Context: an optimization exercise on an open-source flow, tuned for small area, a short achievable clock period and few clock cycles. The choices shown serve that exercise and are no tape-out recipe.
Power is estimated from default activity; no workload was simulated.

## before
==> flow/design.v (excerpt) <==
module pzip_packer (
    input  wire       clk,
    input  wire       rst,
    input  wire       in_valid,
    output wire       in_ready,
    input  wire [7:0] in_data,
    input  wire       in_last,
    output wire       out_valid,
    input  wire       out_ready,
    output wire [7:0] out_data,
    output reg        done,
    output reg  [3:0] tlen
);
    integer i;
    function automatic gtf(input [7:0] a, input [7:0] b);
        integer k;
        reg r;
        begin
            r = 1'b0;
            for (k = 0; k < 8; k = k + 1)
                r = (a[k] & ~b[k]) | (~(a[k] ^ b[k]) & r);
            gtf = r;
        end
    endfunction
    reg        ih_v, is_v;
    reg  [8:0] ih, is;
    wire       consume;
    wire       push_in = in_valid && in_rdy;
    reg        in_rdy;        
    assign in_ready = in_rdy;
    wire       ih_ld = !ih_v || consume;
    always @(posedge clk) begin
        if (rst) begin
            ih_v   <= 1'b0;
            is_v   <= 1'b0;
            in_rdy <= 1'b1;
        end else if (ih_ld) begin
            ih_v   <= is_v || push_in;
            is_v   <= 1'b0;
            in_rdy <= 1'b1;
        end else if (push_in) begin
            is_v   <= 1'b1;
            in_rdy <= 1'b0;
        end
    end
    always @(posedge clk) begin
        if (ih_ld)
            ih <= is_v ? is : {in_last, in_data};
        if (!ih_ld && push_in)
            is <= {in_last, in_data};
    end
    wire [7:0] x  = ih[7:0];
    wire       xl = ih[8];
    reg        ov, sv;
    reg  [7:0] ob, sb;
    wire       wpush;
    wire [7:0] wbyte;
    assign out_valid = ov;
    assign out_data  = ob;
    wire       wr_ok = !sv;
    wire       ob_ld = !ov || out_ready;
    always @(posedge clk) begin
        if (rst) begin
            ov <= 1'b0;
            sv <= 1'b0;
        end else if (ob_ld) begin
            ov <= sv || wpush;
            sv <= 1'b0;
        end else if (wpush) begin
            sv <= 1'b1;
        end
    end
    always @(posedge clk) begin
  ...
clock: 23.0 ns
lec_check: 0
cap_margin: 20
core_margin: 2
core_utilization: 40
cts_buf_list: sky130_fd_sc_hd__clkbuf_16
cts_cluster_diameter: 100
cts_cluster_size: 26
slew_margin: 20
standard.sh (not shown) runs the stock make flow with config.mk's settings and CLKGATE_MAP_FILE= SYNTH_SCRIPT=/design/flow/synth_recipe.tcl, a recipe that flattens the netlist after the stock synthesis.
==> flow/flow/run.sh <==
#!/bin/bash
# The standard layout, with the port buffers made of buf_4 cells instead of
# the cell buffer_ports picks by itself (a slow delay buffer on sky130hd).
set -euo pipefail
bash standard.sh 'BUFFER_PORTS_ARGS=-buffer_cell sky130_fd_sc_hd__buf_4' finish > standard_flow.log 2>&1
before reached the end of the flow, and the finished layout is clean on the timing, design-rule and antenna checks.
Relative to before, the following input files were edited for after:
--- a/flow/design.v
+++ b/flow/design.v
@@ -97,21 +97,22 @@
     wire       c_rle = (sa[0] == sa[8]);
     reg        c_raw;
     reg  [3:0] lo [1:8];      
     reg  [3:0] orv;
     reg        bw;
     always @(*) begin
         c_raw = 1'b0;
         orv   = 4'd0;
         for (i = 1; i < 9; i = i + 1) begin
-            {bw, lo[i]} = {1'b0, sa[i][3:0]} - {1'b0, sa[i-1][3:0]};
+            bw    = gtf({4'd0, sa[i-1][3:0]}, {4'd0, sa[i][3:0]});
             c_raw = c_raw | (bw ? (sa[i][7:4] != sa[i-1][7:4] + 4'd1)
                                 : (sa[i][7:4] != sa[i-1][7:4]));
+            lo[i] = sa[i][3:0] - sa[i-1][3:0];
             orv   = orv | lo[i];
         end
     end
     wire [3:0] bb = {orv[3], !orv[3] & orv[2], !orv[3] & !orv[2] & orv[1],
                      !orv[3] & !orv[2] & !orv[1]};
     wire [3:0] b_p1 = {1'b0, bb[2] | bb[3], bb[0] | bb[1], bb[1] | bb[3]};   
     wire [2:0] b_p2 = {!bb[0], bb[0] | bb[3], bb[0] | bb[2]};                
     reg  [31:0] pk1, pk2, pk3, pk4;
     always @(*) begin
@@ -328,34 +329,36 @@
                 default: ;
             endcase
         end
     end
     always @(posedge clk) begin
         if (ins && xl && cnt_e != 4'd8)
             el <= cnt_e + 4'd1;
         else if ((hand && pkt_last) || (rm && r_end && r_ext))
             el <= 4'd0;
-        tlen <= el;               
-        rn <= (r_ext && !xl) ? rn_e + 8'd1 : rn_e;    
+        if (dw)
+            tlen <= el;
+        if (rm)
+            rn <= (r_ext && !xl) ? rn_e + 8'd1 : rn_e;
         if (rec) begin
             rt <= h_pd ? b_p2 : h_raw ? 3'd1 : 3'd0;
             rc <= h_pd ? b_p1 : h_raw ? 4'd9 : 4'd2;
             rz <= h_pd;
         end else if ((ep_e == E_ET || ep_e == E_EP) && !rec_p)
             rc <= el;
         else if (m_pop)
             rc <= rc - 4'd1;
-        zd <= h_pd ? {pair(rk[5], rk[4]), pair(rk[3], rk[2]), pair(rk[1], rk[0])}
-                   : {zd[13:0], 7'd0};
         if (h_pd) begin
             za <= {20'd0, zi};
+            zd <= {pair(rk[5], rk[4]), pair(rk[3], rk[2]), pair(rk[1], rk[0])};
             zs <= 2'd0;
             zc <= 2'd0;
         end else if (zs != 2'd3) begin
             za <= hz;
+            zd <= {zd[13:0], 7'd0};
             zs <= zs + 2'd1;
         end else if (ep_e == E_Z && ch_v) begin
             za <= (zc == 2'd0) ? {za[23:0], 6'd0} : {za[21:0], 8'd0};
             zc <= zc + 2'd1;
         end
     end
 endmodule
--- outcome ---
- Sequential cell power (after over before): increase, about 2%
- after vs. before: combined flip-flop and latch cell area went up by 330 µm².
- Compared with before, in after unique cell type count in the Yosys netlist moved up, share of synthesized cell area in and, or, nand and nor gates moved down, overall die width moved up, buffer count excluding the clock tree in the final layout moved up.
- For before, the source of the critical timing path was ob[4], unlike after, where it was ob[2].
No run of this note included a check of the RTL's function; only the layout flow was run.

separate check: timing with driven ports:
No port has a modelled driver above. Below, the same layouts with a new extraction and two added sets of constraints. Step 1: set_driving_cell puts a clkbuf_16 on clk and a buf_2 on each other input, an assumption about the parent block. Step 2 times the ports against the registers' clock, not the clock port: input delays grow and output delays shrink by t, the midpoint of the rising clock arrivals with the driver on. Three values: no drivers, after step 1, after step 2; two values: the first two.
| run | shift t [ns] | slack for setup (ns) | worst hold slack (ns) | clock arrival spread, ns | cell pins on the clock port's net |
|---|---|---|---|---|---|
| before | 0.592 | 17.326 / 17.270 / 17.236 | 0.412 / 0.412 / 0.412 | 0.024 / 0.024 | 1 |
| after | 0.609 | 17.285 / 17.225 / 17.230 | 0.459 / 0.459 / 0.459 | 0.042 / 0.041 | 1 |
After both steps setup and hold are still met in every run listed. The setup slack of before, which loses most, moves by -0.056 ns with the drivers and by -0.090 ns with both steps.
